Background: an optimization exercise with open tools, aiming at small area, a short achievable clock period and few clock cycles. Do not read the settings as production practice. No run shown here included a check of the RTL's function; only the layout flow was run. Power and IR drop assume default switching activity.

==> design/flow/design.v <==
module fb_blit (
    input  wire        clk,
    input  wire        rst,
    input  wire        cmd_valid,
    output wire        cmd_ready,
    input  wire [7:0]  cmd_op,
    input  wire [2:0]  cmd_mode,
    input  wire [1:0]  cmd_color,
    input  wire [15:0] cmd_arg0,
    input  wire [15:0] cmd_arg1,
    input  wire [15:0] cmd_arg2,
    input  wire [15:0] cmd_arg3,
    input  wire [15:0] cmd_arg4,
    input  wire [15:0] cmd_arg5,
    output wire        res_re,
    output wire [15:0] res_addr,
    input  wire [7:0]  res_rdata,
    output wire        fb_re,
    output wire [9:0]  fb_raddr,
    input  wire [7:0]  fb_rdata,
    output reg         fb_we,
    output reg  [9:0]  fb_waddr,
    output reg  [7:0]  fb_wdata
);
    localparam [7:0] OP_BITMAP = 8'h40;
    localparam [7:0] OP_SPRITE = 8'h50;
    localparam [1:0] C_OR   = 2'd0;    
    localparam [1:0] C_CLR  = 2'd1;    
    localparam [1:0] C_XOR  = 2'd2;    
    localparam [1:0] C_MASK = 2'd3;    
    localparam [1:0] M_NONE = 2'd0;    
    localparam [1:0] M_SEP  = 2'd1;    
    localparam [1:0] M_PLUS = 2'd2;    
    localparam S_IDLE  = 0;
    localparam S_HDR0  = 1;     
    localparam S_HDR1  = 2;     
    localparam S_HDR2  = 3;     
    localparam S_GEO   = 4;     
    localparam S_LOOP  = 5;     
    localparam S_SWAP0 = 6;     
    localparam S_SWAP1 = 7;     
    localparam S_PLUSM = 8;     
    localparam S_PRE   = 9;     
    localparam S_RUN   = 10;    
    localparam S_DR1   = 11;
    localparam S_DR2   = 12;
    localparam NS      = 13;
    reg [NS-1:0] st;
    reg          busy;
    reg [15:0] ra, al;
    reg [1:0]  comb, mkind;
    reg        spr;
    reg [7:0]  w, h;
    reg [8:0]  x9, y9;            
    reg [7:0]  fc;                
    reg [7:0]  mf;                
    reg [5:0]  rc;                
    reg        aph;               
    reg [3:0]  pd1, pu1;          
    reg        td, tu;            
    reg [6:0]  dc;                
    reg [7:0]  cw;                
    reg [3:0]  pg;                
    reg        dir, ph, first;
    reg        lastp, rv, rlast, lastc;
    reg [7:0]  s_rot;
    reg        c_go, c_wv, c_rv, c_first, c_up;
    reg [9:0]  wa1;
    reg [7:0]  scar, mcar;
    wire       masked = (mkind != M_NONE);
    wire       plus   = (mkind == M_PLUS);
    wire [2:0]  yo    = y9[2:0];
    wire        yz    = (yo != 3'd0);
    wire [5:0]  srow  = y9[8:3];                  
    wire        sneg  = srow[5];
    wire [5:0]  rows  = ({1'b0, h[7:3]}) + {5'd0, (h[2:0] != 3'd0)};
    wire [7:0]  ilo   = x9[8] ? (~x9[7:0] + 8'd1) : 8'd0;
    wire [5:0]  as_   = sneg ? (~srow + {5'd0, ~yz}) : 6'd0;    
    wire [15:0] wk    = plus ? {7'd0, w, 1'b0} : {8'd0, w};
    wire [15:0] iloK  = plus ? {7'd0, ilo, 1'b0} : {8'd0, ilo};
    wire [9:0]  xw    = {x9[8], x9} + {2'b00, w};
    wire [9:0]  yh    = {y9[8], y9} + {2'b00, h};
    wire        g_off = (w == 8'd0) || (h == 8'd0) || xw[9] || (xw == 10'd0) ||
                        yh[9] || (yh == 10'd0);
    wire [6:0]  g_e   = {srow[5], srow} + {1'b0, rows} - 7'd1 + {6'd0, yz};   
    wire        g_big = !g_e[6] && (g_e[5:3] != 3'd0);                        
    wire [3:0]  g_phi = g_big ? 4'd7 : g_e[3:0];
    wire [3:0]  g_plo = sneg ? 4'd0 : {1'b0, srow[2:0]};
    wire [3:0]  g_pd0 = sneg ? (yz ? 4'hF : 4'd0) : {1'b0, srow[2:0]};
    wire        g_td  = yz && !g_big;
    wire [7:0]  g_cw  = (x9[8] ? xw[7:0] : w) - 8'd1;
    wire [6:0]  g_dc  = x9[8] ? 7'd0 : x9[6:0];
    wire        tdir   = dir ? tu : td;
    wire [3:0]  pnext  = dir ? pg - 4'd1 : pg + 4'd1;
    wire [3:0]  n_pg   = (!lastp || (yz && !tdir)) ? pnext : pg;
    wire        n_dir  = dir ^ lastp;
    wire [3:0]  pd1m   = pd1 - 4'd1;
    wire [3:0]  pu1p   = pu1 + 4'd1;
    wire        n_t    = n_dir ? tu : td;
    wire        n_last = (n_pg == (n_dir ? pu1 : pd1));
    wire        n_rl   = n_last || (n_t && (n_pg == (n_dir ? pu1p : pd1m)));
    wire        sph0   = masked && rv && !ph;         
    wire        f_last = (pg == pd1);
    wire        f_rl   = f_last || (td && ((pg + 4'd1) == pd1));
    wire        lp_more = (rc != 6'd0) || (fc != 8'd0);
    wire        lp_last = (rc != 6'd0) ? ((rc == 6'd1) && (fc == 8'd0))
                                        : ((rows == 6'd1) && (fc == 8'd1));
    wire [4:0]  rows1_in = res_rdata[7:3] - {4'd0, (res_rdata[2:0] == 3'd0)};
    wire        hd_more  = (rc != 6'd0) || (fc != 8'd0);
    reg  [15:0] opnd;
    reg         cin;
    wire o_one = st[S_HDR0] || st[S_PLUSM] || (st[S_RUN] && rlast && !plus);
    wire o_two = st[S_RUN] && rlast && plus;
    wire o_ilo = st[S_HDR1] || st[S_SWAP1] || (st[S_GEO] && !spr);
    wire o_wk  = st[S_HDR2] || st[S_LOOP] || (st[S_GEO] && spr) || (st[S_RUN] && !rlast);
    wire o_neg = st[S_RUN] && dir;
    always @(*) begin
        opnd = ({16{o_wk}} & (o_neg ? ~wk : wk)) | ({16{o_ilo}} & iloK) |
               {14'd0, o_two, o_one};
        cin  = st[S_HDR1] || (o_wk && o_neg);
    end
    wire [16:0] sum17 = {ra, 1'b1} + {opnd, cin};
    wire [15:0] sum   = sum17[16:1];
    wire        is_bmp  = (cmd_op == OP_BITMAP);
    wire        is_spr  = (cmd_op == OP_SPRITE);
    wire        mask_nz = (cmd_arg4 != 16'd0);
    wire [2:0]  mode_r  = (cmd_mode == 3'd5) ? (mask_nz ? 3'd3 : 3'd0) : cmd_mode;
    wire        b_zero  = (cmd_arg2 == 16'd0);
    wire        nop_bmp = (cmd_arg3[7:0] == 8'd0) || (cmd_arg4[7:0] == 8'd0) ||
                          (cmd_color == 2'd3);
    wire        nop_spr = (mode_r[2] && mode_r[1:0] != 2'd0) || (mode_r == 3'd3 && !mask_nz);
    wire        i_xfar  = cmd_arg0[15] ? (cmd_arg0[14:8] != 7'h7F) : (cmd_arg0[14:7] != 8'd0);
    wire        i_yfar  = cmd_arg1[15] ? (cmd_arg1[14:8] != 7'h7F) : (cmd_arg1[14:6] != 9'd0);
    wire        go      = !b_zero && !i_xfar && !i_yfar &&
                          ((is_bmp && !nop_bmp) || (is_spr && !nop_spr));
    assign cmd_ready = !busy;
    wire run = st[S_RUN];
    assign res_addr = ra;
    assign res_re   = busy;
    assign fb_raddr = {pg[2:0], dc};
    assign fb_re    = busy;
    wire [15:0] rr2   = {res_rdata, res_rdata} << yo;
    wire [7:0]  rrot  = rr2[15:8];                        
    wire [7:0]  lom   = 8'hFF << yo;
    wire [7:0]  s_r   = c_rv ? (masked ? s_rot : rrot) : 8'd0;
    wire [7:0]  m_r   = c_rv ? (masked ? rrot : 8'hFF) : 8'd0;
    wire [7:0]  curm  = c_up ? ~lom : lom;
    wire [7:0]  S     = (s_r & curm) | (c_first ? 8'd0 : scar);
    wire [7:0]  M     = (m_r & curm) | (c_first ? 8'd0 : mcar);
    reg  [7:0]  wd;
    always @(*) begin
        case (comb)
            C_OR:    wd = fb_rdata | S;
            C_CLR:   wd = fb_rdata & ~S;
            C_XOR:   wd = fb_rdata ^ S;
            default: wd = (fb_rdata & ~M) | S;
        endcase
    end
    always @(posedge clk) begin
        s_rot    <= rrot;
        wa1      <= {pg[2:0], dc};
        fb_waddr <= wa1;
        fb_wdata <= wd;
        fb_we    <= !rst && c_go && c_wv;
        if (c_go) begin
            scar <= s_r & ~curm;
            mcar <= m_r & ~curm;
        end
        c_go    <= !rst && run && !sph0;
        c_wv    <= !pg[3];
        c_rv    <= rv;
        c_first <= first;
        c_up    <= dir && yz;
    end
    wire        lp_end  = !lp_more || lp_last;       
    wire        g_loop  = spr ? (lp_more && !lp_last) : (as_ != 6'd0);
    wire        run_end = !sph0 && lastp && lastc;
    wire        to_swap0 = (mkind == M_SEP) && !aph;
    wire        to_swap1 = (mkind == M_SEP) && aph;
    wire        to_plusm = (mkind == M_PLUS);
    wire        to_run   = (mkind == M_NONE);
    reg [NS-1:0] nst;
    always @(*) begin
        nst = {NS{1'b0}};
        if (st[S_IDLE])
            nst[(cmd_valid && go) ? (is_spr ? S_HDR0 : S_GEO) : S_IDLE] = 1'b1;
        if (st[S_HDR0]) nst[S_HDR1] = 1'b1;
        if (st[S_HDR1]) nst[S_HDR2] = 1'b1;
        if (st[S_HDR2]) nst[S_GEO]  = 1'b1;
        if (st[S_GEO]) begin
            if (g_off)       nst[S_IDLE]  = 1'b1;
            else if (g_loop) nst[S_LOOP]  = 1'b1;
            else if (to_run) nst[S_PRE]   = 1'b1;
            else begin
                nst[S_SWAP0] = to_swap0;
                nst[S_PLUSM] = to_plusm;
            end
        end
        if (st[S_LOOP]) begin
            if (!lp_end) nst[S_LOOP] = 1'b1;
            else begin
                nst[S_SWAP0] = to_swap0;
                nst[S_SWAP1] = to_swap1;
                nst[S_PLUSM] = to_plusm;
                nst[S_RUN]   = to_run;
            end
        end
        if (st[S_SWAP0]) nst[(as_ != 6'd0 || mf != 8'd0) ? S_LOOP : S_SWAP1] = 1'b1;
        if (st[S_SWAP1] || st[S_PLUSM] || st[S_PRE]) nst[S_RUN] = 1'b1;
        if (st[S_RUN])  nst[run_end ? S_DR1 : S_RUN] = 1'b1;
        if (st[S_DR1])  nst[S_DR2]  = 1'b1;
        if (st[S_DR2])  nst[S_IDLE] = 1'b1;
    end
    wire        to_first = (st[S_LOOP] && lp_end && to_run) || st[S_SWAP1] || st[S_PLUSM] ||
                           st[S_PRE];
    always @(posedge clk) begin
        if (rst) begin
            st   <= {{(NS-1){1'b0}}, 1'b1};
            busy <= 1'b0;
        end else begin
            st   <= nst;
            busy <= !nst[S_IDLE];
        end
    end
    always @(posedge clk) begin
        if (st[S_IDLE]) begin
            ra    <= cmd_arg2;
            al    <= cmd_arg4;
            x9    <= cmd_arg0[8:0];
            y9    <= cmd_arg1[8:0];
            w     <= cmd_arg3[7:0];
            h     <= cmd_arg4[7:0];
            fc    <= is_spr ? cmd_arg3[7:0] : 8'd0;
            mf    <= cmd_arg5[7:0];
            spr   <= is_spr;
            aph   <= 1'b0;
            if (is_bmp) begin
                mkind <= M_NONE;
                case (cmd_color)
                    2'd0:    comb <= C_CLR;
                    2'd1:    comb <= C_OR;
                    default: comb <= C_XOR;
                endcase
            end else begin
                case (mode_r)
                    3'd0: begin comb <= C_MASK; mkind <= M_NONE; end
                    3'd1: begin comb <= C_OR;   mkind <= M_NONE; end
                    3'd2: begin comb <= C_CLR;  mkind <= M_NONE; end
                    3'd3: begin comb <= C_MASK; mkind <= M_SEP;  end
                    default: begin comb <= C_MASK; mkind <= M_PLUS; end
                endcase
            end
        end
        if (st[S_HDR0]) begin
            ra <= sum;                  
            rc <= as_;
        end
        if (st[S_HDR1]) begin
            ra <= sum;                  
            w  <= res_rdata;
        end
        if (st[S_HDR2]) begin
            h <= res_rdata;
            if (hd_more) begin
                ra <= sum;
                if (rc != 6'd0) begin
                    rc <= rc - 6'd1;
                end else begin
                    fc <= fc - 8'd1;
                    rc <= {1'b0, rows1_in};
                end
            end
        end
        if (st[S_GEO]) begin
            pd1 <= g_phi;
            pu1 <= g_plo;
            td  <= g_td;
            tu  <= yz && !sneg;
            cw  <= g_cw;
            dc  <= g_dc;
            pg  <= g_pd0;
            if (!spr) begin
                ra <= sum;              
                rc <= as_;
            end
        end
        if ((st[S_GEO] && spr) || st[S_LOOP]) begin
            if (lp_more) begin
                ra <= sum;
                if (rc != 6'd0) begin
                    rc <= rc - 6'd1;
                end else begin
                    fc <= fc - 8'd1;
                    rc <= rows - 6'd1;
                end
            end
        end
        if (st[S_SWAP0]) begin
            ra  <= al;
            al  <= ra;
            aph <= 1'b1;
            rc  <= as_;
            fc  <= mf;
        end
        if (st[S_SWAP1]) begin
            ra <= al;
            al <= sum;
        end
        if (st[S_PLUSM])
            al <= sum;
        if (to_first) begin
            dir   <= 1'b0;
            ph    <= 1'b0;
            first <= 1'b1;
            lastp <= f_last;
            rv    <= !(f_last && td);
            rlast <= f_rl;
            lastc <= (cw == 8'd0) || (dc == 7'd127);
        end
        if (st[S_RUN]) begin
            if (rv) begin
                if (masked) begin
                    ra <= al;
                    al <= sum;
                end else begin
                    ra <= sum;
                end
            end
            if (sph0) begin
                ph <= 1'b1;
            end else begin
                ph    <= 1'b0;
                pg    <= n_pg;
                dir   <= n_dir;
                first <= lastp;
                lastp <= n_last;
                rv    <= !(n_last && n_t);
                rlast <= n_rl;
                if (lastp) begin
                    dc    <= dc + 7'd1;
                    cw    <= cw - 8'd1;
                    lastc <= (cw == 8'd1) || (dc == 7'd126);
                end
            end
        end
    end
endmodule
==> design/flow/flow/run.sh <==
#!/bin/bash
# Standard layout with the smallest plain buffers on the ports; timing repair
# aims for 9.5 ns of setup slack.
set -euo pipefail
export BUFFER_PORTS_ARGS="-buffer_cell sky130_fd_sc_hd__buf_1"
export SETUP_SLACK_MARGIN=9.5
bash standard.sh > flow.log 2>&1
==> design/flow/standard.sh <==
#!/bin/bash
# synth_recipe.tcl (not shown) runs the flow's synth.tcl, then flattens the netlist and writes it again
# the make line also repeats each setting of config.mk as NAME=value (left out here)
make -C /OpenROAD-flow-scripts/flow DESIGN_CONFIG=/design/flow/config.mk WORK_HOME=/design/flow/orfs CLKGATE_MAP_FILE= SYNTH_SCRIPT=/design/flow/synth_recipe.tcl "${@:-finish}"
==> design/flow/config.mk <==
export PLATFORM = sky130hd
export DESIGN_NAME = fb_blit
export DESIGN_NICKNAME = fb_blit
export VERILOG_FILES = /design/flow/design.v
export SDC_FILE = /design/flow/constraint.sdc
export NUM_CORES = 4
export LEC_CHECK = 0
export CAP_MARGIN = 20
export CORE_MARGIN = 2
export CORE_UTILIZATION = 40
export SLEW_MARGIN = 20
==> design/flow/constraint.sdc <==
create_clock -name core_clock -period 12.0 [get_ports {clk}]
set_input_delay 2.4000 -clock core_clock [delete_from_list [all_inputs] [get_ports {clk}]]
set_output_delay 2.4000 -clock core_clock [all_outputs]
set_load 0.01 [all_outputs]
==> Flow_metrics.wiki, run 1 <==
{| class="wikitable"
! Metric !! Value
|-
| Status || no timing/DRC/antenna violations
|-
| Core Region || 32500 sq um
|-
| Max-cap violations || 0
|-
| Global placer's final weighted congestion || 0.890
|-
| Average cell area after synthesis || 8.80 sq um
|-
| Post-route clock period utilization || 40.5%
|-
| Total number of yosys warnings || 1
|-
| Antenna violations before repair || 4
|-
| Number of enable flip-flop cells after synthesis || 73
|-
| Commonest non-fill, non-tap cells in the layout || nand2_1, buf_6, buf_4
|-
| Asr flop ratio synth || 0%
|-
| Worst r2r src || spr
|-
| Total I/O pin count || 176
|-
| Area added between synthesis and finish || 44.2%
|-
| Accumulated negative setup slack || 0 ps
|-
| Wire length of the first global-routing pass || 66.1 mm
|-
| Final setup skew || 12.2 ps
|-
| Slew Limit Fails || 0
|-
| Number of buffers added to fix hold violations after cts || 0
|-
| Routed length per placed instance || 19.4 um
|-
| WP data required || 12450 ps
|-
| Total number of H-tree levels || 1
|-
| Overall overflow remaining after global route || 0
|-
| CTS tree || yes
|-
| Total power density per cell area || 119 nW/um^2
|-
| Count of routing violations after the opening detailed-route iteration || 987
|-
| Number of library cell types mapped by synthesis || 83
|-
| Least-Margin Pin Slew || 1100 ps
|-
| Register area share after synthesis || 35.9%
|-
| Minimum clock period after layout || 4860 ps
|-
| Worst Path Arrival || 5310 ps
|-
| Mapped Nets || 1717
|-
| Remaining antenna violation count || 0
|-
| Lkg Pwr || 7.80 nW
|-
| Standard-cell row count || 66
|-
| Via total after detailed routing || 12800
|-
| Main flop type after synthesis || dfxtp_1
|-
| Gate count of the mapped netlist || 1504
|-
| Achievable clock frequency || 0.206 GHz
|-
| Worst Path Max Fanout || 3
|-
| Overall routing resource usage || 24.4%
|-
| Via count of the first global-routing pass || 12300
|-
| Number of detailed-route iterations in the first pass || 5
|-
| Number of design rule violations left after detail routing || 0
|-
| Filler Cell Count || 2792
|-
| Sink of the worst hold path || fb_waddr[4]
|-
| Number of port buffers || 159
|-
| Clk Latency, worst-skew pair || 540 ps
|-
| Final Routed Wirelength || 44.1 mm
|-
| RSZ-0062 raised after global routing || true
|-
| Netlist Area Pre-Place || 13200 sq um
|-
| Largest net degree at the start of global routing || 61
|-
| Clock sink count || 201
|-
| Half-perimeter wire length after placement || 28.5 mm
|-
| Startpoint of the lowest-slack hold path || wa1[4]
|-
| Number of clock buffers inserted by TritonCTS || 26
|-
| Nets || 2023
|-
| Cell depth of the worst min-delay path || 0
|-
| Most common cell after layout, fill and taps aside || nand2_1
|-
| Antenna cell count || 0
|-
| Category of the most critical setup path || primary input to register
|-
| Design Power || 0.00227 W
|-
| Initial Util || 40.7%
|-
| Worst slew margin relative to its limit || 26.3%
|-
| Buffer levels on the longest clock path || 3
|-
| Maximum VDD drop || 0.000110 V
|-
| Path type of the worst min-delay path || register to register
|-
| Final Hold Fails || 0
|-
| Setup violation total in the final timing report || 0
|-
| Die H || 186 um
|-
| Average vias per placed instance || 5.64
|-
| Overall die area || 34600 sq um
|-
| Worst setup SP type || primary input
|-
| Total of flip-flops plus latches after synthesis || 201
|-
| Layout cell share with drive strength beyond 1 || 36.3%
|-
| Clock root buffer || clkbuf_16
|-
| CTS clk-pin slew, worst paths || 60 ps
|-
| Register-to-Register Path Depth || 15
|-
| Die width || 186 um
|-
| End of the worst register-to-register path || al[8]
|-
| R2R setup slack || 8370 ps
|-
| Capturing element type of the critical path || register
|}
worst max-delay path: stages:
cell and delay (ps):
buf_1 90, nor4_1 290, nand2_1 140, o22ai_4 280, nand3_2 110, buf_6 150, a2111oi_4 250, inv_2 120
ha_1 200, or4_1 520, or4_4 440, a311o_1 280, o31ai_1 60
cell usage after synthesis, types with 19 or more instances:
| cell type | n | area [sq um] |
|---|---|---|
| a21oi_1 | 114 | 571 |
| clkbuf_1 | 50 | 188 |
| dfxtp_1 | 128 | 2560 |
| edfxtp_1 | 73 | 2190 |
| ha_1 | 81 | 1010 |
| inv_1 | 88 | 330 |
| mux2_2 | 35 | 394 |
| mux2i_1 | 48 | 480 |
| nand2_1 | 152 | 571 |
| nand3_1 | 29 | 145 |
| nor2_1 | 128 | 480 |
| nor3_1 | 27 | 135 |
| nor4_1 | 22 | 138 |
| o21ai_0 | 90 | 450 |
| o22ai_1 | 19 | 119 |
| xnor2_1 | 57 | 499 |
| xor2_1 | 38 | 333 |
per-layer routing:
metal  share of wire (%)  track usage, %  vias up  wire [um]
li1                    -               -     6108          -
met1                  42            31.0     6176      18400
met2                  48            40.6      419      21300
met3                 6.3            4.34      101       2780
met4                 3.8            10.3        2       1690
met5               0.034               0        -         15
registers in the layout (all words and copies together), names as in the netlist, 9 cells and up:
name / count
fb_waddr: 10
wa1: 10
ra: 16
x9: 9
y9: 9
al: 16
st: 13
worst max path at each step:
stage                             from  endpoint  slack [ps]  cells after the start
final                     cmd_arg0[11]     st[8]        7140                     13
after global routing      cmd_arg0[12]     st[8]        7090                     13
after CTS                 cmd_arg0[12]     st[8]        7190                     13
after detailed placement   cmd_arg0[7]     st[8]        6320                     12
after global placement     cmd_arg0[7]     st[8]        6370                     12
after floorplan              cmd_op[5]     st[8]        6920                     11
cell families after synthesis:
logic type / share of synthesized area [%]
flip-flops: 35.9
AO/OA/AOI/OAI: 18.6
adder cells (fa/ha/maj): 8.26
AND/OR/NAND/NOR: 18.2
multiplexers: 7.97
buffers and inverters: 4.74
XOR/XNOR: 6.29
through the flow:
step | cell area, sq um | utilization [%] | std cells | hold slack (ps) | setup WS (ps)
2_1_floorplan | 13900 | - | 1504 | 310 | 6920
3_3_place_gp | 14800 | 45.4 | 2043 | 311 | 6370
3_5_place_dp | 14800 | 45.4 | 2043 | 312 | 6320
4_1_cts | 17900 | 55.0 | 2215 | 325 | 7190
5_1_grt | 19100 | 58.7 | 2272 | 325 | 7090
6_report | 19100 | 58.7 | 2272 | 324 | 7140
area by class of cell:
type / instances / area, sq um / area share, %
Clock buffer: 37 / 776 / 4.06
Clock inverter: 11 / 82.6 / 0.433
Sequential cell: 201 / 4860 / 25.5
Inverter: 89 / 349 / 1.83
Multi-Input combinational cell: 1145 / 9590 / 50.2
Timing Repair Buffer: 347 / 2880 / 15.1
Tap cell: 442 / 553 / 2.90
power breakdown:
group          leakage, nW  switching, W  internal [W]
Combinational         5.56      0.000328      0.000325
Sequential            1.81     0.0000606      0.000771
Clock                0.422      0.000310      0.000470
what timing repair did:
action,4_1_cts,5_1_grt
buffers inserted,124,57
endpoints found under the setup margin,186,175
gates resized for setup,342,155
pin swaps,106,84
==> run 2: changes to the inputs <==
==> design/flow/flow/run.sh (replaced) <==
#!/bin/bash
# Standard layout with the smallest plain buffers on the ports; timing repair
# aims for 8.5 ns of setup slack.
set -euo pipefail
export BUFFER_PORTS_ARGS="-buffer_cell sky130_fd_sc_hd__buf_1"
export SETUP_SLACK_MARGIN=8.5
bash standard.sh > flow.log 2>&1
==> run 2 against run 1 <==
Combinational power down 19%. Via count down 5.5%. Total power down 2.6%.
==> Flow_metrics.wiki, run 2 <==
{| class="wikitable"
! Metric !! Value
|-
| Status || no timing/DRC/antenna violations
|-
| Netlist Area Pre-Place || 13200 sq um
|-
| Number of port buffers || 159
|-
| Gate count of the mapped netlist || 1504
|-
| Antenna cell count || 0
|-
| Count of routing violations after the opening detailed-route iteration || 829
|-
| Finished Cell Area || 17000 sq um
|-
| Core Region || 32500 sq um
|-
| Average vias per placed instance || 5.54
|-
| Placed cell areas || 14300 sq um
|-
| Worst Path Max Fanout || 3
|-
| Wire length of the first global-routing pass || 61.1 mm
|-
| Final Hold Fails || 0
|-
| CTS tree || yes
|-
| Final Non-Filler Cells || 2184
|-
| Maximum VDD drop || 0.000104 V
|-
| Setup violation total in the final timing report || 0
|-
| Mapped Nets || 1717
|-
| Via count of the first global-routing pass || 11400
|-
| Lkg Pwr || 6.92 nW
|-
| Number of detailed-route iterations in the first pass || 5
|-
| Clock root buffer || clkbuf_16
|-
| Worst Path Arrival || 5260 ps
|-
| Achievable clock frequency || 0.208 GHz
|-
| RSZ-0062 raised after global routing || true
|-
| Filler Cell Count || 3050
|-
| Max-cap violations || 0
|-
| Area of the multi-input gates || 8720 sq um
|-
| Clock sink count || 201
|-
| Commonest non-fill, non-tap cells in the layout || nand2_1, buf_1, nor2_1
|-
| Area added between synthesis and finish || 28.2%
|-
| Least-Margin Pin Slew || 1030 ps
|-
| Registers with the highest flip-flop counts || al x16, ra x16, st x13
|-
| Nets || 1935
|-
| Global placer's final weighted congestion || 0.900
|-
| Half-perimeter wire length after placement || 28.4 mm
|-
| Minimum clock period after layout || 4800 ps
|-
| Path type of the worst min-delay path || register to register
|-
| Worst slew margin relative to its limit || 31.5%
|-
| Number of design rule violations left after detail routing || 0
|-
| Total power density per cell area || 130 nW/um^2
|-
| Clk Latency, worst-skew pair || 550 ps
|-
| Remaining antenna violation count || 0
|-
| Overall routing resource usage || 22.5%
|-
| Cell types occupying the most area after synthesis || dfxtp_1, edfxtp_1, ha_1, a21oi_1, nand2_1
|-
| Capturing element type of the critical path || register
|-
| Most common cell after layout, fill and taps aside || nand2_1
|-
| Met2 routed WL || 19.6 mm
|-
| WP data required || 12460 ps
|-
| Final setup skew || 13.8 ps
|-
| Standard-cell row count || 66
|-
| Die width || 186 um
|-
| Accumulated negative setup slack || 0 ps
|-
| Leading post-synthesis cells by instance count || nand2_1, dfxtp_1, nor2_1, a21oi_1, o21ai_0
|-
| Final Routed Wirelength || 40.5 mm
|-
| Overall die area || 34600 sq um
|-
| Top layer used by detailed routing || met5
|-
| Register area share after synthesis || 35.9%
|-
| Number of clock buffers inserted by TritonCTS || 26
|-
| Hold Worst Slack || 326 ps
|-
| Number of enable flip-flop cells after synthesis || 73
|-
| Startpoint of the lowest-slack hold path || wa1[6]
|-
| Worst r2r src || spr
|-
| Average cell area after synthesis || 8.80 sq um
|-
| Largest net degree at the start of global routing || 64
|-
| Overall overflow remaining after global route || 0
|-
| Initial Util || 40.7%
|-
| R2R setup slack || 8200 ps
|-
| Die H || 186 um
|-
| Total number of H-tree levels || 1
|-
| Total number of yosys warnings || 1
|-
| Register Area || 4820 sq um
|-
| Detailed-routing wirelength on met1 || 17.2 mm
|-
| Antenna violations before repair || 1
|-
| Layout cell share with drive strength beyond 1 || 24.1%
|-
| Post-placement cell count || 2044
|-
| Worst Setup SP || cmd_arg2[1]
|-
| Total of flip-flops plus latches after synthesis || 201
|-
| Met3 WL post-DR || 2.38 mm
|-
| Library cell with the highest instance count after synthesis || nand2_1
|-
| Buffer levels on the longest clock path || 3
|-
| Main flop type after synthesis || dfxtp_1
|-
| Category of the most critical setup path || primary input to register
|-
| Worst setup SP type || primary input
|-
| Post-route clock period utilization || 40.0%
|-
| Number of library cell types mapped by synthesis || 83
|-
| CTS clk-pin slew, worst paths || 60 ps
|-
| Proportion of netlist area held by the largest area contributor || 19.4%
|-
| Slew Limit Fails || 0
|-
| Number of buffers added to fix hold violations after cts || 0
|-
| Routed length per placed instance || 18.6 um
|-
| Via total after detailed routing || 12100
|-
| Asr flop ratio synth || 0%
|-
| Cell accounting for the most synthesized area || dfxtp_1
|-
| Total I/O pin count || 176
|}
==> run 2: changes by cell type in the layout (fill, tap and decap cells not counted), moves of 14 or more <==
cell,before,now
buf_6,121,9
buf_1,88,114
a21oi_1,80,99
mux2_2,16,30
mux2_4,19,5
o21ai_1,36,14
buf_4,119,95
o21ai_0,45,73
a21oi_2,30,15
dfxtp_2,36,22
dfxtp_1,76,95
buf_2,3,23
==> run 2: kinds of logic after synthesis <==
kind of cell | share of synthesized area [%]
compound gates | 18.6
xor+xnor | 6.29
fa+ha+maj | 8.26
buf+inv | 4.74
flops | 35.9
mux | 7.97
simple gates | 18.2
==> run 2: final cells by class <==
class | count | area share, %
well taps | 442 | 3.26
multi-input cells | 1145 | 51.3
clock inverters | 17 | 1.32
repair buffers | 259 | 9.41
clock buffers | 31 | 4.25
inverters | 89 | 1.99
flip-flops and latches | 201 | 28.4
==> run 2: timing repair <==
action | 4_1_cts | 5_1_grt
endpoints found under the setup margin | 86 | 64
gates resized for setup | 141 | 133
setup buffers | 43 | 49
pin swaps | 22 | 71
==> run 2: worst paths after layout <==
| check | end | cells past startpoint |
|---|---|---|
| setup reg to reg | ra[14] | 15 |
| setup / recovery | st[8] | 11 |
| hold reg to reg | fb_waddr[6] | 0 |
| hold / removal | fb_waddr[6] | 0 |
==> run 2: report_power, final <==
part           leakage (nW)  switching [W]  internal, W
Clock                 0.462       0.000334     0.000521
Combinational          4.64       0.000286     0.000242
Sequential             1.81      0.0000547     0.000769
Total                  6.92       0.000674      0.00153
==> run 2: metrics by stage <==
| stage | util, % | power (W) | worst slack, ps |
|---|---|---|---|
| 3_3_place_gp | 44.1 | 0.00126 | 6190 |
| 3_5_place_dp | 44.1 | 0.00127 | 6160 |
| 5_1_grt | 52.2 | 0.00231 | 7090 |
| 4_1_cts | 49.2 | 0.00218 | 7210 |
| 2_1_floorplan | - | 0.00115 | 6920 |
| 6_report | 52.2 | 0.00221 | 7200 |
==> run 2: critical path, cell delays in order <==
cell and delay (ps):
buf_1 160, nor4_1 90, a41oi_1 600, nand3_4 170, a2111oi_4 270, inv_2 110
ha_4 250, or4_1 460, or4_1 420, a311o_1 280, o31ai_1 60
==> run 2: metal layers <==
layer | GRT usage [%] | vias to the layer above
li1 | - | 5938
met1 | 28.7 | 5740
met2 | 38.0 | 342
met3 | 3.87 | 76
met4 | 8.09 | 2
met5 | 0 | -
==> run 3: changes to the inputs <==
--- a/design/flow/design.v
+++ b/design/flow/design.v
@@ -59,7 +59,8 @@
     reg [3:0]  pd1, pu1;          
     reg        td, tu;            
     reg [6:0]  dc;                
-    reg [7:0]  cw;                
+    reg [6:0]  dl;                
+    reg        nul;               
     reg [3:0]  pg;                
     reg        dir, ph, first;
     reg        lastp, rv, rlast, lastc;
@@ -80,7 +81,7 @@
     wire [15:0] iloK  = plus ? {7'd0, ilo, 1'b0} : {8'd0, ilo};
     wire [9:0]  xw    = {x9[8], x9} + {2'b00, w};
     wire [9:0]  yh    = {y9[8], y9} + {2'b00, h};
-    wire        g_off = (w == 8'd0) || (h == 8'd0) || xw[9] || (xw == 10'd0) ||
+    wire        g_off = nul || (w == 8'd0) || (h == 8'd0) || xw[9] || (xw == 10'd0) ||
                         yh[9] || (yh == 10'd0);
     wire [6:0]  g_e   = {srow[5], srow} + {1'b0, rows} - 7'd1 + {6'd0, yz};   
     wire        g_big = !g_e[6] && (g_e[5:3] != 3'd0);                        
@@ -88,7 +89,8 @@
     wire [3:0]  g_plo = sneg ? 4'd0 : {1'b0, srow[2:0]};
     wire [3:0]  g_pd0 = sneg ? (yz ? 4'hF : 4'd0) : {1'b0, srow[2:0]};
     wire        g_td  = yz && !g_big;
-    wire [7:0]  g_cw  = (x9[8] ? xw[7:0] : w) - 8'd1;
+    wire [9:0]  xw1   = xw - 10'd1;
+    wire [6:0]  g_dl  = (xw1[9:7] != 3'd0) ? 7'd127 : xw1[6:0];
     wire [6:0]  g_dc  = x9[8] ? 7'd0 : x9[6:0];
     wire        tdir   = dir ? tu : td;
     wire [3:0]  pnext  = dir ? pg - 4'd1 : pg + 4'd1;
@@ -126,13 +128,12 @@
     wire        mask_nz = (cmd_arg4 != 16'd0);
     wire [2:0]  mode_r  = (cmd_mode == 3'd5) ? (mask_nz ? 3'd3 : 3'd0) : cmd_mode;
     wire        b_zero  = (cmd_arg2 == 16'd0);
-    wire        nop_bmp = (cmd_arg3[7:0] == 8'd0) || (cmd_arg4[7:0] == 8'd0) ||
-                          (cmd_color == 2'd3);
-    wire        nop_spr = (mode_r[2] && mode_r[1:0] != 2'd0) || (mode_r == 3'd3 && !mask_nz);
     wire        i_xfar  = cmd_arg0[15] ? (cmd_arg0[14:8] != 7'h7F) : (cmd_arg0[14:7] != 8'd0);
     wire        i_yfar  = cmd_arg1[15] ? (cmd_arg1[14:8] != 7'h7F) : (cmd_arg1[14:6] != 9'd0);
-    wire        go      = !b_zero && !i_xfar && !i_yfar &&
-                          ((is_bmp && !nop_bmp) || (is_spr && !nop_spr));
+    wire        go      = !i_xfar && !i_yfar &&
+                          ((is_bmp && cmd_color != 2'd3) ||
+                           (is_spr && !(cmd_mode[2] && cmd_mode[1])));
+    wire        i_nul   = b_zero || (is_spr && cmd_mode == 3'd3 && !mask_nz);
     assign cmd_ready = !busy;
     wire run = st[S_RUN];
     assign res_addr = ra;
@@ -180,36 +181,26 @@
     wire        to_plusm = (mkind == M_PLUS);
     wire        to_run   = (mkind == M_NONE);
     reg [NS-1:0] nst;
+    wire        acc     = st[S_IDLE] && cmd_valid && go;
+    wire        sw0_lp  = (as_ != 6'd0) || (mf != 8'd0);
+    wire        geo_ok  = st[S_GEO] && !g_off && !g_loop;
+    wire        lp_fin  = st[S_LOOP] && lp_end;
     always @(*) begin
-        nst = {NS{1'b0}};
-        if (st[S_IDLE])
-            nst[(cmd_valid && go) ? (is_spr ? S_HDR0 : S_GEO) : S_IDLE] = 1'b1;
-        if (st[S_HDR0]) nst[S_HDR1] = 1'b1;
-        if (st[S_HDR1]) nst[S_HDR2] = 1'b1;
-        if (st[S_HDR2]) nst[S_GEO]  = 1'b1;
-        if (st[S_GEO]) begin
-            if (g_off)       nst[S_IDLE]  = 1'b1;
-            else if (g_loop) nst[S_LOOP]  = 1'b1;
-            else if (to_run) nst[S_PRE]   = 1'b1;
-            else begin
-                nst[S_SWAP0] = to_swap0;
-                nst[S_PLUSM] = to_plusm;
-            end
-        end
-        if (st[S_LOOP]) begin
-            if (!lp_end) nst[S_LOOP] = 1'b1;
-            else begin
-                nst[S_SWAP0] = to_swap0;
-                nst[S_SWAP1] = to_swap1;
-                nst[S_PLUSM] = to_plusm;
-                nst[S_RUN]   = to_run;
-            end
-        end
-        if (st[S_SWAP0]) nst[(as_ != 6'd0 || mf != 8'd0) ? S_LOOP : S_SWAP1] = 1'b1;
-        if (st[S_SWAP1] || st[S_PLUSM] || st[S_PRE]) nst[S_RUN] = 1'b1;
-        if (st[S_RUN])  nst[run_end ? S_DR1 : S_RUN] = 1'b1;
-        if (st[S_DR1])  nst[S_DR2]  = 1'b1;
-        if (st[S_DR2])  nst[S_IDLE] = 1'b1;
+        nst[S_IDLE]  = (st[S_IDLE] && !acc) || (st[S_GEO] && g_off) || st[S_DR2];
+        nst[S_HDR0]  = acc && is_spr;
+        nst[S_HDR1]  = st[S_HDR0];
+        nst[S_HDR2]  = st[S_HDR1];
+        nst[S_GEO]   = st[S_HDR2] || (acc && !is_spr);
+        nst[S_LOOP]  = (st[S_GEO] && !g_off && g_loop) || (st[S_LOOP] && !lp_end) ||
+                       (st[S_SWAP0] && sw0_lp);
+        nst[S_PRE]   = geo_ok && to_run;
+        nst[S_SWAP0] = (geo_ok || lp_fin) && to_swap0;
+        nst[S_SWAP1] = (lp_fin && to_swap1) || (st[S_SWAP0] && !sw0_lp);
+        nst[S_PLUSM] = (geo_ok || lp_fin) && to_plusm;
+        nst[S_RUN]   = (lp_fin && to_run) || st[S_SWAP1] || st[S_PLUSM] || st[S_PRE] ||
+                       (st[S_RUN] && !run_end);
+        nst[S_DR1]   = st[S_RUN] && run_end;
+        nst[S_DR2]   = st[S_DR1];
     end
     wire        to_first = (st[S_LOOP] && lp_end && to_run) || st[S_SWAP1] || st[S_PLUSM] ||
                            st[S_PRE];
@@ -233,6 +224,7 @@
             fc    <= is_spr ? cmd_arg3[7:0] : 8'd0;
             mf    <= cmd_arg5[7:0];
             spr   <= is_spr;
+            nul   <= i_nul;
             aph   <= 1'b0;
             if (is_bmp) begin
                 mkind <= M_NONE;
@@ -276,7 +268,7 @@
             pu1 <= g_plo;
             td  <= g_td;
             tu  <= yz && !sneg;
-            cw  <= g_cw;
+            dl  <= g_dl;
             dc  <= g_dc;
             pg  <= g_pd0;
             if (!spr) begin
@@ -315,7 +307,7 @@
             lastp <= f_last;
             rv    <= !(f_last && td);
             rlast <= f_rl;
-            lastc <= (cw == 8'd0) || (dc == 7'd127);
+            lastc <= (dc == dl);
         end
         if (st[S_RUN]) begin
             if (rv) begin
@@ -338,8 +330,7 @@
                 rlast <= n_rl;
                 if (lastp) begin
                     dc    <= dc + 7'd1;
-                    cw    <= cw - 8'd1;
-                    lastc <= (cw == 8'd1) || (dc == 7'd126);
+                    lastc <= (dc + 7'd1 == dl);
                 end
             end
         end
--- a/design/flow/config.mk
+++ b/design/flow/config.mk
@@ -8,4 +8,5 @@
 export CAP_MARGIN = 20
 export CORE_MARGIN = 2
 export CORE_UTILIZATION = 40
+export CTS_BUF_LIST = sky130_fd_sc_hd__clkbuf_8
 export SLEW_MARGIN = 20
==> run 3 against run 2 <==
Total power fell by 11%. Via count fell by 0.64%. Clock power fell by 18%. Setup slack improved by 990 ps. Highest routed layer unchanged. Maximum frequency rose by 26%. Largest power group is now registers. Critical path depth did not move. Register-to-register slack improved by 210 ps. Critical endpoint is now fb_wdata[6]. Flip-flop and latch count did not move. Combinational power fell by 13%. Synthesized cell count fell by 5.3%. Area after synthesis fell by 2.6%.
==> Flow_metrics.wiki, run 3 <==
{| class="wikitable"
! Metric !! Value
|-
| Status || no timing/DRC/antenna violations
|-
| Netlist Area Pre-Place || 12900 sq um
|-
| Registers with the highest flip-flop counts || al x16, ra x16, st x13
|-
| Via count of the first global-routing pass || 11500
|-
| Lkg Pwr || 6.78 nW
|-
| Maximum cell stage delay along the critical path || 510 ps
|-
| CTS tree || yes
|-
| Worst setup SP type || primary input
|-
| Register area share after synthesis || 37.5%
|-
| Minimum clock period after layout || 3810 ps
|-
| Via total after detailed routing || 12000
|-
| Overall overflow remaining after global route || 0
|-
| Main flop type after synthesis || dfxtp_1
|-
| Category of the most critical setup path || primary input to register
|-
| Gate count of the mapped netlist || 1425
|-
| Number of port buffers || 159
|-
| Slew Limit Fails || 0
|-
| Proportion of netlist area held by the largest area contributor || 18.9%
|-
| Average vias per placed instance || 5.63
|-
| Clock root buffer || clkbuf_8
|-
| Antenna cell count || 0
|-
| Overall routing resource usage || 23.0%
|-
| Post-placement cell count || 1937
|-
| Remaining antenna violation count || 0
|-
| CP Buf/Inv Count || 1
|-
| Maximum VDD drop || 0.0000715 V
|-
| RSZ-0062 raised after global routing || true
|-
| Wire length of the first global-routing pass || 60.9 mm
|-
| Total power density per cell area || 117 nW/um^2
|-
| Register Area || 4920 sq um
|-
| Filler Cell Count || 2841
|-
| Initial Util || 40.8%
|-
| Half-perimeter wire length after placement || 27.4 mm
|-
| Overall die area || 33700 sq um
|-
| Count of routing violations after the opening detailed-route iteration || 845
|-
| Cell type group with the largest total delay on the critical path || multiplexers
|-
| Worst r2r src || spr
|-
| Max-cap violations || 0
|-
| Nets || 1911
|-
| Critical path, cell by cell || buf_12 > mux4_2 > mux2i_4 > nor2_2 > a21oi_2 > nor2_1 > a21oi_2 > ha_1 > nor2b_1 > a21oi_1 > a22oi_1
|-
| Cell accounting for the most synthesized area || edfxtp_1
|-
| Mapped Nets || 1632
|-
| Final Hold Fails || 0
|-
| Buffer levels on the longest clock path || 3
|-
| Worst path slowest cell || mux4_2
|-
| Area of the multi-input gates || 8410 sq um
|-
| Utilization after layout || 53.0%
|-
| Number of library cell types mapped by synthesis || 81
|-
| Commonest non-fill, non-tap cells in the layout || nand2_1, buf_4, buf_1
|-
| Layout cell share with drive strength beyond 1 || 26.6%
|-
| Die H || 184 um
|-
| Final Non-Filler Cells || 2136
|-
| Number of design rule violations left after detail routing || 0
|-
| Least-Margin Pin Slew || 1030 ps
|-
| Design Power || 0.00196 W
|-
| Largest net degree at the start of global routing || 66
|-
| Cell seen most often among critical-path stages || a21oi_2
|-
| Number of clock buffers inserted by TritonCTS || 39
|-
| Worst Setup SP || res_rdata[3]
|-
| Worst slew margin relative to its limit || 30.7%
|-
| Average cell area after synthesis || 9.05 sq um
|-
| Antenna violations before repair || 2
|-
| Finished Cell Area || 16800 sq um
|-
| Total number of yosys warnings || 1
|-
| Core Region || 31600 sq um
|-
| Accumulated negative setup slack || 0 ps
|-
| Post-route clock period utilization || 31.7%
|-
| Total I/O pin count || 176
|-
| Total number of H-tree levels || 2
|-
| Worst Path Max Fanout || 5
|-
| Startpoint of the lowest-slack hold path || wa1[0]
|-
| Worst Path Arrival || 4240 ps
|-
| Achievable clock frequency || 0.263 GHz
|-
| Die width || 184 um
|-
| Global placer's final weighted congestion || 0.889
|-
| Standard-cell row count || 65
|-
| Final Routed Wirelength || 40.4 mm
|-
| Number of detailed-route iterations in the first pass || 5
|-
| Number of enable flip-flop cells after synthesis || 81
|-
| Area added between synthesis and finish || 29.9%
|-
| Clk Latency, worst-skew pair || 550 ps
|-
| Routed length per placed instance || 18.9 um
|-
| Setup violation total in the final timing report || 0
|-
| Asr flop ratio synth || 0%
|-
| Path type of the worst min-delay path || register to register
|-
| Leading post-synthesis cells by instance count || nand2_1, dfxtp_1, nor2_1, a21oi_1, o21ai_0
|-
| Capturing element type of the critical path || register
|-
| Placed cell areas || 14000 sq um
|-
| Total of flip-flops plus latches after synthesis || 201
|-
| Most common cell after layout, fill and taps aside || nand2_1
|-
| Final setup skew || 21.8 ps
|-
| Cell types occupying the most area after synthesis || edfxtp_1, dfxtp_1, ha_1, xnor2_1, nand2_1
|-
| Library cell with the highest instance count after synthesis || nand2_1
|-
| Clock sink count || 201
|-
| CTS clk-pin slew, worst paths || 50 ps
|-
| WP data required || 12440 ps
|}
[run 3: cell families after synthesis]
group / after synthesis / share of synthesized area [%]
AOI/OAI and AO/OA: 367 / 18.9
xor gates and xnor gates: 107 / 7.38
adders and majority gates: 79 / 7.90
buffers and inverters: 140 / 4.23
DFF: 201 / 37.5
muxes: 80 / 7.33
and+or+nand+nor: 451 / 16.8
[run 3: cell type report]
| cell class | count | area share [%] |
|---|---|---|
| clock inverter | 28 | 1.16 |
| inverter | 83 | 1.90 |
| multi-input combinational | 1085 | 50.2 |
| tap | 402 | 3.00 |
| timing repair buffer | 294 | 10.9 |
| clock buffer | 43 | 3.53 |
| sequential | 201 | 29.4 |
[run 3: worst register-to-register path: stages (launching register included)]
cell	delay, ps
edfxtp_1	500
a211oi_4	360
o21a_1	190
nor2_1	50
a311o_1	410
ha_4	330
nand3_4	80
a2111oi_4	390
buf_4	190
o21ai_4	60
a31oi_1	170
o21ai_1	110
a21oi_2	190
o41a_1	210
xnor2_2	150
a21oi_1	90
[run 3: per-layer routing]
metal	share of wire, %	vias to the layer above	track usage [%]
met5	0.069	-	0
met4	2.7	4	7.94
met3	8.7	87	5.57
met2	47	472	37.6
met1	42	5665	29.7
li1	-	5792	-
[run 3: through the flow]
step / setup slack (ps) / hold slack (ps)
finish: 8190 / 323
global route: 8100 / 330
CTS: 8230 / 327
detailed placement: 7320 / 312
global placement: 7320 / 310
floorplan: 7790 / 310
[run 3: path summary, 6_finish.rpt]
kind	slack [ps]	depth (start not counted)	endpoint
setup / recovery	8190	11	fb_wdata[6]
hold / removal	320	0	fb_waddr[0]
setup reg to reg	8410	15	ra[14]
hold reg to reg	320	0	fb_waddr[0]
[run 3: timing repair]
action	4_1_cts	5_1_grt
setup buffers	82	45
cloned	0	1
resized for setup	183	103
setup endpoints to repair	80	66
hold buffers	0	0
pin swaps	45	80
[run 3: where the power goes]
| part | switching, W | internal [W] |
|---|---|---|
| sequential | 0.0000449 | 0.000757 |
| combinational | 0.000238 | 0.000219 |
| clock | 0.000310 | 0.000394 |
==> run 4: changes to the inputs <==
--- a/design/flow/config.mk
+++ b/design/flow/config.mk
@@ -8,5 +8,4 @@
 export CAP_MARGIN = 20
 export CORE_MARGIN = 2
 export CORE_UTILIZATION = 40
-export CTS_BUF_LIST = sky130_fd_sc_hd__clkbuf_8
 export SLEW_MARGIN = 20
==> run 4 against run 3 <==
Area after synthesis is the same. Via count shrank 0.44%. Clock-buffer cell count shrank 6. Combinational power grew 3%. Largest cell class unchanged. Clock skew shrank 5.5 ps. Global-route usage shrank 0.46 points. Still clean on timing, DRC and antenna.
==> Flow_metrics.wiki, run 4 <==
{| class="wikitable"
! Metric !! Value
|-
| Status || no timing/DRC/antenna violations
|-
| Critical Path Stages || 9
|-
| Asr flop ratio synth || 0%
|-
| Cell accounting for the most synthesized area || edfxtp_1
|-
| Minimum clock period after layout || 3790 ps
|-
| Lkg Pwr || 6.74 nW
|-
| Main flop type after synthesis || dfxtp_1
|-
| Hold Worst Slack || 324 ps
|-
| Proportion of netlist area held by the largest area contributor || 18.9%
|-
| Path type of the worst min-delay path || register to register
|-
| Worst r2r src || spr
|-
| Least-Margin Pin Slew || 1000 ps
|-
| Total power density per cell area || 125 nW/um^2
|-
| Accumulated negative setup slack || 0 ps
|-
| Clock share of power || 39.6%
|-
| Overall overflow remaining after global route || 0
|-
| Finished Cell Area || 16900 sq um
|-
| Layout cell share with drive strength beyond 1 || 26.0%
|-
| Global placer's final weighted congestion || 0.889
|-
| Clk Latency, worst-skew pair || 550 ps
|-
| Pint || 0.00150 W
|-
| Netlist Area Pre-Place || 12900 sq um
|-
| Critical path, cell by cell || buf_12 > mux4_2 > mux2_4 > mux2i_2 > o32a_1 > ha_1 > inv_2 > a221oi_2 > a31oi_1
|-
| Total of flip-flops plus latches after synthesis || 201
|-
| CP Buf/Inv Count || 2
|-
| Final Hold Fails || 0
|-
| Via total after detailed routing || 12000
|-
| Total number of H-tree levels || 1
|-
| Clock root buffer || clkbuf_16
|-
| Leading post-synthesis cells by instance count || nand2_1, dfxtp_1, nor2_1, a21oi_1, o21ai_0
|-
| Category of the most critical setup path || primary input to register
|-
| WP data required || 12400 ps
|-
| Nets || 1888
|-
| Register-to-Register Path Depth || 15
|-
| Via count of the first global-routing pass || 11300
|-
| DP Worst Slack || 7320 ps
|-
| Overall routing resource usage || 22.5%
|-
| Buffer levels on the longest clock path || 3
|-
| Half-perimeter wire length after placement || 27.4 mm
|-
| Net switching power of the design || 0.000606 W
|-
| Die width || 184 um
|-
| Register area share after synthesis || 37.5%
|-
| R2R setup slack || 8320 ps
|-
| Number of detailed-route iterations in the first pass || 5
|-
| Registers with the highest flip-flop counts || al x16, ra x16, st x13
|-
| Standard-cell row count || 65
|-
| End of the worst register-to-register path || ra[15]
|-
| Antenna violations before repair || 2
|-
| Achievable clock frequency || 0.264 GHz
|-
| Post-route clock period utilization || 31.6%
|-
| Cell types occupying the most area after synthesis || edfxtp_1, dfxtp_1, ha_1, xnor2_1, nand2_1
|-
| Worst slew margin relative to its limit || 32.9%
|-
| Commonest non-fill, non-tap cells in the layout || nand2_1, buf_1, buf_4
|-
| Clock sink count || 201
|-
| Cell depth of the worst min-delay path || 0
|-
| Total number of yosys warnings || 1
|-
| Initial Util || 40.8%
|-
| Maximum VDD drop || 0.000115 V
|-
| Largest net degree at the start of global routing || 66
|-
| CTS clk-pin slew, worst paths || 60 ps
|-
| Number of port buffers || 159
|-
| Average vias per placed instance || 5.69
|-
| Worst Path Max Fanout || 5
|-
| Filler Cell Count || 2824
|-
| Antenna cell count || 0
|-
| Setup violation total in the final timing report || 0
|-
| Final setup skew || 16.3 ps
|-
| Worst Setup SP || res_rdata[3]
|-
| Slew Limit Fails || 0
|-
| Maximum cell stage delay along the critical path || 500 ps
|-
| Sink of the worst hold path || fb_waddr[8]
|-
| Most common cell after layout, fill and taps aside || nand2_1
|-
| Fraction of power spent switching nets || 28.7%
|-
| Wire length of the first global-routing pass || 60.3 mm
|-
| Library cell with the highest instance count after synthesis || nand2_1
|-
| Total I/O pin count || 176
|-
| RSZ-0062 raised after global routing || true
|-
| Die H || 184 um
|-
| Part of the total power dissipated in combinational logic || 22.2%
|-
| Area added between synthesis and finish || 30.8%
|-
| Crit path setup slack, layout || 8210 ps
|-
| Cell type group with the largest total delay on the critical path || multiplexers
|-
| Average cell area after synthesis || 9.05 sq um
|-
| Overall die area || 33700 sq um
|-
| Max-cap violations || 0
|-
| Placed cell areas || 14000 sq um
|-
| Final Routed Wirelength || 40.5 mm
|-
| Mapped Nets || 1632
|-
| CTS tree || yes
|-
| Count of routing violations after the opening detailed-route iteration || 883
|-
| Gate count of the mapped netlist || 1425
|-
| Number of enable flip-flop cells after synthesis || 81
|-
| Number of library cell types mapped by synthesis || 81
|-
| Portion of total power attributed to sequential cells || 38.1%
|-
| Number of design rule violations left after detail routing || 0
|-
| Number of clock buffers inserted by TritonCTS || 26
|-
| Startpoint of the lowest-slack hold path || wa1[8]
|-
| Capturing element type of the critical path || register
|-
| Core Region || 31600 sq um
|-
| Worst path slowest cell || mux4_2
|-
| Routed length per placed instance || 19.3 um
|-
| Remaining antenna violation count || 0
|-
| Worst setup SP type || primary input
|-
| Worst Path Arrival || 4190 ps
|}
[run 4: cell counts after synthesis]
Identical to the previous run, type by type.
[run 4: worst max path at each step]
stage,slack [ps],to
floorplan,7790,fb_wdata[4]
global placement,7320,al[14]
detailed placement,7320,fb_wdata[2]
CTS,8230,fb_wdata[3]
global route,8120,fb_wdata[5]
finish,8210,fb_wdata[3]
[run 4: metrics by stage]
step                std cells  util, %  total power [W]
floorplan                1425        -          0.00107
global placement         1937     44.1          0.00116
detailed placement       1937     44.1          0.00117
CTS                      2060     50.6          0.00207
global route             2103     53.3          0.00220
finish                   2103     53.3          0.00211
[run 4: cells by family after synthesis]
logic type / share of synthesized area, %
mux: 7.33
flops: 37.5
simple gates: 16.8
compound gates: 18.9
xor+xnor: 7.38
fa+ha+maj: 7.90
buf+inv: 4.23
[run 4: layout make-up]
type / instances / area, sq um / share of cell area (%)
Multi-Input combinational cell: 1085 / 8430 / 50.0
Sequential cell: 201 / 4910 / 29.1
Timing Repair Buffer: 284 / 1780 / 10.5
Clock buffer: 37 / 785 / 4.65
Tap cell: 402 / 503 / 2.98
Inverter: 83 / 322 / 1.91
Clock inverter: 11 / 150 / 0.890
[run 4: routing by layer]
metal	part of all wire, %	track usage, %	vias up
met2	47	37.5	454
met1	43	29.8	5687
li1	-	-	5751
met4	2.8	6.53	4
met5	0.062	0	-
met3	7.1	4.28	71
[run 4: repair_timing]
item	4_1_cts	5_1_grt
setup buffers	75	42
hold endpoints to repair	0	0
cloned	0	1
setup endpoints to repair	81	73
hold buffers	0	0
resized for setup	163	130
pin swaps	42	74
[run 4: worst reg2reg max path, delay by kind of cell, from the launching register on]
family                     cells  cell delay, ps
AOI/OAI and AO/OA              9            2300
adders and majority gates      1             210
buffers and inverters          1              90
DFF                            1             510
and+or+nand+nor                4             450
[run 4: power by group through the flow]
| stage | clock (W) | combinational (W) | sequential, W |
|---|---|---|---|
| 6_report | 0.000836 | 0.000469 | 0.000804 |
| 5_1_grt | 0.000876 | 0.000516 | 0.000810 |
| 4_1_cts | 0.000849 | 0.000413 | 0.000805 |
| 3_5_place_dp | 0 | 0.000345 | 0.000822 |
| 3_3_place_gp | 0 | 0.000339 | 0.000822 |
| 2_1_floorplan | 0 | 0.000265 | 0.000804 |
==> run 5: changes to the inputs <==
==> design/flow/flow/run.sh (replaced) <==
#!/bin/bash
# Standard layout with the smallest plain buffers on the ports; timing repair
# aims for 9.0 ns of setup slack.
set -euo pipefail
export BUFFER_PORTS_ARGS="-buffer_cell sky130_fd_sc_hd__buf_1"
export SETUP_SLACK_MARGIN=9.0
bash standard.sh > flow.log 2>&1
==> run 5 against run 4 <==
Highest routed layer is now met4. Clock power down 15%. Final cell count increased by 2.0%. Final area increased by 6.1%. Critical path type unchanged.
==> Flow_metrics.wiki, run 5 <==
{| class="wikitable"
! Metric !! Value
|-
| Cell types occupying the most area after synthesis || edfxtp_1, dfxtp_1, ha_1, xnor2_1, nand2_1
|-
| Filler Cell Count || 2731
|-
| Number of enable flip-flop cells after synthesis || 81
|-
| Number of detailed-route iterations in the first pass || 5
|-
| Via total after detailed routing || 12100
|-
| CTS tree || yes
|-
| R2R setup slack || 8310 ps
|-
| Cell type group with the largest total delay on the critical path || multiplexers
|-
| Worst r2r src || x9[0]
|-
| Worst path slowest cell || mux4_2
|-
| Initial Util || 40.8%
|-
| Clk Latency, worst-skew pair || 540 ps
|-
| Registers with the highest flip-flop counts || al x16, ra x16, st x13
|-
| Remaining antenna violation count || 0
|-
| Sink of the worst hold path || fb_waddr[3]
|-
| Largest net degree at the start of global routing || 66
|-
| Worst slew margin relative to its limit || 26.5%
|-
| Via count of the first global-routing pass || 11500
|-
| Register-to-Register Path Depth || 13
|-
| Number of port buffers || 159
|-
| WP data required || 12390 ps
|-
| Maximum cell stage delay along the critical path || 520 ps
|-
| Worst Path Arrival || 4240 ps
|-
| Status || no timing/DRC/antenna violations
|-
| Met3 WL post-DR || 2.45 mm
|-
| Main flop type after synthesis || dfxtp_1
|-
| Top layer used by detailed routing || met4
|-
| Die H || 184 um
|-
| Overall die area || 33700 sq um
|-
| Cell depth of the worst min-delay path || 0
|-
| Clock root buffer || clkbuf_16
|-
| Total I/O pin count || 176
|-
| Gate count of the mapped netlist || 1425
|-
| Setup violation total in the final timing report || 0
|-
| Final setup skew || 12.1 ps
|-
| Clock sink count || 201
|-
| Maximum VDD drop || 0.0000978 V
|-
| Library cell with the highest instance count after synthesis || nand2_1
|-
| Worst Path Max Fanout || 5
|-
| Routed length per placed instance || 19.1 um
|-
| Least-Margin Pin Slew || 1100 ps
|-
| Number of buffers added to fix hold violations after cts || 0
|-
| Final Routed Wirelength || 41.0 mm
|-
| Register area share after synthesis || 37.5%
|-
| RSZ-0062 raised after global routing || true
|-
| Hold Worst Slack || 324 ps
|-
| Half-perimeter wire length after placement || 27.6 mm
|-
| Overall overflow remaining after global route || 0
|-
| CTS clk-pin slew, worst paths || 60 ps
|-
| Number of library cell types mapped by synthesis || 81
|-
| Worst setup SP type || primary input
|-
| Final Hold Fails || 0
|-
| Path type of the worst min-delay path || register to register
|-
| Core Region || 31600 sq um
|-
| Capturing element type of the critical path || register
|-
| Overall routing resource usage || 23.3%
|-
| Wire length of the first global-routing pass || 62.0 mm
|-
| Mapped Nets || 1632
|-
| Global placer's final weighted congestion || 0.892
|-
| Startpoint of the lowest-slack hold path || wa1[3]
|-
| Standard-cell row count || 65
|-
| Number of design rule violations left after detail routing || 0
|-
| CP Buf/Inv Count || 2
|-
| Proportion of netlist area held by the largest area contributor || 18.9%
|-
| Slew Limit Fails || 0
|-
| Antenna cell count || 0
|-
| Commonest non-fill, non-tap cells in the layout || nand2_1, buf_4, nor2_1
|-
| Antenna violations before repair || 0
|-
| Category of the most critical setup path || primary input to register
|-
| Achievable clock frequency || 0.260 GHz
|-
| Met2 routed WL || 19.0 mm
|-
| Total number of yosys warnings || 1
|-
| Detailed-routing wirelength on met1 || 18.1 mm
|-
| Most common cell after layout, fill and taps aside || nand2_1
|-
| Max-cap violations || 0
|-
| Total number of H-tree levels || 1
|-
| End of the worst register-to-register path || st[6]
|-
| Average cell area after synthesis || 9.05 sq um
|-
| Leading post-synthesis cells by instance count || nand2_1, dfxtp_1, nor2_1, a21oi_1, o21ai_0
|-
| Count of routing violations after the opening detailed-route iteration || 934
|-
| Total of flip-flops plus latches after synthesis || 201
|-
| Die width || 184 um
|-
| Average vias per placed instance || 5.66
|-
| Lkg Pwr || 7.21 nW
|-
| Buffer levels on the longest clock path || 3
|-
| Minimum clock period after layout || 3850 ps
|-
| Asr flop ratio synth || 0%
|-
| Layout cell share with drive strength beyond 1 || 32.7%
|-
| Nets || 1932
|-
| Cell accounting for the most synthesized area || edfxtp_1
|-
| Post-route clock period utilization || 32.1%
|-
| Accumulated negative setup slack || 0 ps
|-
| Netlist Area Pre-Place || 12900 sq um
|-
| Number of clock buffers inserted by TritonCTS || 25
|-
| Critical path, cell by cell || buf_12 > mux4_2 > mux2_4 > mux2i_2 > o32a_1 > ha_1 > inv_2 > a221oi_2 > a31oi_1
|-
| Total power density per cell area || 114 nW/um^2
|-
| Area added between synthesis and finish || 38.8%
|}
## run 5: kinds of logic (layout without fill, tap and decap cells)
family / Yosys count / in the layout / share of synthesized area [%]
AOI/OAI and AO/OA: 367 / 367 / 18.9
DFF: 201 / 201 / 37.5
and+or+nand+nor: 451 / 451 / 16.8
buffers and inverters: 140 / 459 / 4.23
adders and majority gates: 79 / 79 / 7.90
xor gates and xnor gates: 107 / 107 / 7.38
muxes: 80 / 80 / 7.33
## run 5: cell type report
cell class / instances / area, sq um / share of cell area, %
multi-input cells: 1084 / 8860 / 49.5
inverters: 83 / 319 / 1.78
repair buffers: 330 / 2530 / 14.2
clock inverters: 6 / 33.8 / 0.189
well taps: 402 / 503 / 2.81
flip-flops and latches: 201 / 4920 / 27.5
clock buffers: 40 / 722 / 4.03
## run 5: worst max-delay path by stage
stage	startpoint	endpoint	slack, ps	cells after the start
floorplan	res_rdata[5]	fb_wdata[4]	7790	10
global placement	res_rdata[6]	fb_wdata[2]	7360	11
detailed placement	res_rdata[6]	fb_wdata[2]	7330	11
CTS	res_rdata[4]	fb_wdata[3]	8190	9
global route	res_rdata[1]	fb_wdata[4]	8090	10
finish	res_rdata[4]	fb_wdata[3]	8150	9
## run 5: repair_timing
item	4_1_cts	5_1_grt
endpoints found under the setup margin	157	153
setup buffers	130	36
pin swaps	113	98
gates cloned	0	0
resized for setup	318	136
## run 5: where the power goes
part           internal (W)  total, W  switching (W)  leakage [nW]
Clock              0.000410  0.000709       0.000299         0.374
Sequential         0.000756  0.000803      0.0000470          1.82
Combinational      0.000260  0.000520       0.000260          5.02
Total               0.00143   0.00203       0.000607          7.21
## run 5: worst register-to-register path, delay by kind of cell (launching register included)
kind,cells,cell delay (ps)
buf+inv,2,250
compound gates,5,1110
flops,1,420
xor+xnor,1,170
fa+ha+maj,2,490
simple gates,3,1130
## run 5: per-stage QoR
| step | instances | total power, W | util (%) | area (sq um) | setup WS [ps] |
|---|---|---|---|---|---|
| after global placement | 1934 | 0.00118 | 45.0 | 14200 | 7360 |
| final | 2146 | 0.00203 | 56.6 | 17900 | 8150 |
| after CTS | 2110 | 0.00199 | 53.9 | 17100 | 8190 |
| after detailed placement | 1934 | 0.00118 | 45.0 | 14200 | 7330 |
| after global routing | 2146 | 0.00213 | 56.6 | 17900 | 8090 |
| after floorplan | 1425 | 0.00108 | - | 13300 | 7790 |
## run 5: routing by layer
metal,global-route usage (%),vias to the layer above
met5,0,-
met4,8.19,0
met3,3.47,97
met2,37.9,420
met1,31.6,5793
li1,-,5835
==> run 6: changes to the inputs <==
==> design/flow/flow/run.sh (replaced) <==
#!/bin/bash
# Standard layout with the smallest plain buffers on the ports; timing repair
# aims for 8.0 ns of setup slack.
set -euo pipefail
export BUFFER_PORTS_ARGS="-buffer_cell sky130_fd_sc_hd__buf_1"
export SETUP_SLACK_MARGIN=8.0
bash standard.sh > flow.log 2>&1
==> run 6 against run 5 <==
Still clean. Non-clock buffer count is 135 lower. Via count is 7.1% lower. Total power is 4.8% lower. Maximum frequency is 2.6% lower. Die area stayed put. Area after synthesis stayed put. First-iteration DRC count is 26% lower. Highest routed layer unchanged.
==> Flow_metrics.wiki, run 6 <==
{| class="wikitable"
! Metric !! Value
|-
| Final Routed Wirelength || 37.4 mm
|-
| Placed cell areas || 13900 sq um
|-
| Max-cap violations || 0
|-
| Sink of the worst hold path || fb_waddr[0]
|-
| Capturing element type of the critical path || register
|-
| Minimum clock period after layout || 3950 ps
|-
| Via total after detailed routing || 11300
|-
| Worst path slowest cell || mux4_2
|-
| Average cell area after synthesis || 9.05 sq um
|-
| Setup violation total in the final timing report || 0
|-
| End of the worst register-to-register path || st[6]
|-
| Initial Util || 40.8%
|-
| CTS tree || yes
|-
| Utilization after layout || 48.1%
|-
| Net switching power of the design || 0.000555 W
|-
| Worst Path Arrival || 4410 ps
|-
| Path type of the worst min-delay path || register to register
|-
| Accumulated negative setup slack || 0 ps
|-
| Cell depth of the worst min-delay path || 0
|-
| Achievable clock frequency || 0.253 GHz
|-
| Part of the total power dissipated in combinational logic || 19.2%
|-
| Pint || 0.00138 W
|-
| Total I/O pin count || 176
|-
| Clock share of power || 39.0%
|-
| Cell types occupying the most area after synthesis || edfxtp_1, dfxtp_1, ha_1, xnor2_1, nand2_1
|-
| Final setup skew || 22.0 ps
|-
| Number of clock buffers inserted by TritonCTS || 26
|-
| Critical path, cell by cell || clkbuf_4 > mux4_2 > mux2_4 > mux2i_2 > nor3_1 > a21oi_1 > ha_1 > inv_1 > a221oi_2 > a31oi_1
|-
| Fraction of power spent switching nets || 28.7%
|-
| Largest net degree at the start of global routing || 64
|-
| Standard-cell row count || 65
|-
| Status || no timing/DRC/antenna violations
|-
| Half-perimeter wire length after placement || 27.5 mm
|-
| Antenna cell count || 0
|-
| Overall overflow remaining after global route || 0
|-
| Global placer's final weighted congestion || 0.878
|-
| CP Buf/Inv Count || 2
|-
| Leading post-synthesis cells by instance count || nand2_1, dfxtp_1, nor2_1, a21oi_1, o21ai_0
|-
| Main flop type after synthesis || dfxtp_1
|-
| Clk Latency, worst-skew pair || 540 ps
|-
| Buffer levels on the longest clock path || 3
|-
| Proportion of netlist area held by the largest area contributor || 18.9%
|-
| Post-route clock period utilization || 32.9%
|-
| R2R setup slack || 8180 ps
|-
| Least-Margin Pin Slew || 876 ps
|-
| Number of enable flip-flop cells after synthesis || 81
|-
| Die width || 184 um
|-
| Maximum VDD drop || 0.000106 V
|-
| Mapped Nets || 1632
|-
| Post-placement cell count || 1938
|-
| Area added between synthesis and finish || 17.9%
|-
| Via count of the first global-routing pass || 10800
|-
| Routed length per placed instance || 18.6 um
|-
| Core Region || 31600 sq um
|-
| Number of buffers added to fix hold violations after cts || 0
|-
| Total number of yosys warnings || 1
|-
| Die H || 184 um
|-
| Number of detailed-route iterations in the first pass || 5
|-
| Cell accounting for the most synthesized area || edfxtp_1
|-
| Commonest non-fill, non-tap cells in the layout || buf_1, nand2_1, dfxtp_1
|-
| Total power density per cell area || 127 nW/um^2
|-
| Overall routing resource usage || 21.7%
|-
| Maximum cell stage delay along the critical path || 530 ps
|-
| Finished Cell Area || 15200 sq um
|-
| Worst Path Max Fanout || 9
|-
| Wire length of the first global-routing pass || 57.8 mm
|-
| Clock root buffer || clkbuf_16
|-
| Layout cell share with drive strength beyond 1 || 12.3%
|-
| Portion of total power attributed to sequential cells || 41.7%
|-
| Register-to-Register Path Depth || 11
|-
| Nets || 1798
|}
run 6: cell families after synthesis:
family | count (synthesis) | synth area share, %
and+or+nand+nor | 451 | 16.8
AOI/OAI and AO/OA | 367 | 18.9
DFF | 201 | 37.5
buffers and inverters | 140 | 4.23
xor gates and xnor gates | 107 | 7.38
muxes | 80 | 7.33
adders and majority gates | 79 | 7.90
run 6: power by group through the flow:
stage	combinational (W)	sequential, W	clock, W
floorplan	0.000262	0.000804	0
global placement	0.000336	0.000822	0
detailed placement	0.000343	0.000823	0
CTS	0.000350	0.000807	0.000774
global route	0.000416	0.000813	0.000799
finish	0.000372	0.000808	0.000755
run 6: final cells by class:
class	instances	area (sq um)	share of cell area [%]
repair buffers	195	931	6.12
flip-flops and latches	201	4840	31.8
inverters	83	315	2.07
clock buffers	44	812	5.34
multi-input cells	1084	7790	51.2
well taps	402	503	3.31
clock inverters	3	15.0	0.0987
run 6: metal layers:
layer | vias to the layer above | share of wire (%) | track usage [%]
met5 | - | 0 | 0
met4 | 0 | 3.4 | 7.26
met3 | 69 | 6.9 | 3.84
met2 | 377 | 46 | 35.7
met1 | 5281 | 44 | 28.7
li1 | 5550 | - | -
run 6: worst register-to-register path, stage by stage, from the launching register on:
cell and delay (ps):
edfxtp_1 480, ha_2 250, fa_1 430, a21o_2 260, a221oi_2 310, o21bai_1 130
a21oi_2 180, xnor2_2 170, nor4_1 140, or4_4 560, or4_4 530, a2111oi_4 300
run 6: metrics by stage:
| step | hold slack (ps) | setup WS (ps) |
|---|---|---|
| floorplan | 310 | 7790 |
| global placement | 310 | 6650 |
| detailed placement | 312 | 6890 |
| CTS | 325 | 8030 |
| global route | 329 | 7940 |
| finish | 324 | 8050 |
run 6: repair_timing:
| action | in CTS | in global routing |
|---|---|---|
| hold endpoints to repair | 0 | 0 |
| pin swaps | 3 | 8 |
| gates resized for setup | 26 | 41 |
| endpoints found under the setup margin | 34 | 27 |
| buffers inserted | 8 | 19 |
run 6: how the worst max path moves through the flow:
stage	startpoint	endpoint	slack, ps	cells past startpoint
after floorplan	res_rdata[5]	fb_wdata[4]	7790	10
after global placement	st[4]	al[14]	6650	16
after detailed placement	st[4]	al[14]	6890	16
after CTS	cmd_op[2]	fc[0]	8030	7
after global routing	x9[0]	al[14]	7940	20
final	res_rdata[5]	fb_wdata[4]	8050	10

Check on run 6: ideal ports give 8.050 ns setup slack; a clkbuf_16 on the clock port and buf_2 on the inputs give 8.079 ns; moving port delays by the midpoint clock arrival (0.585 ns) as well gives 7.494 ns.
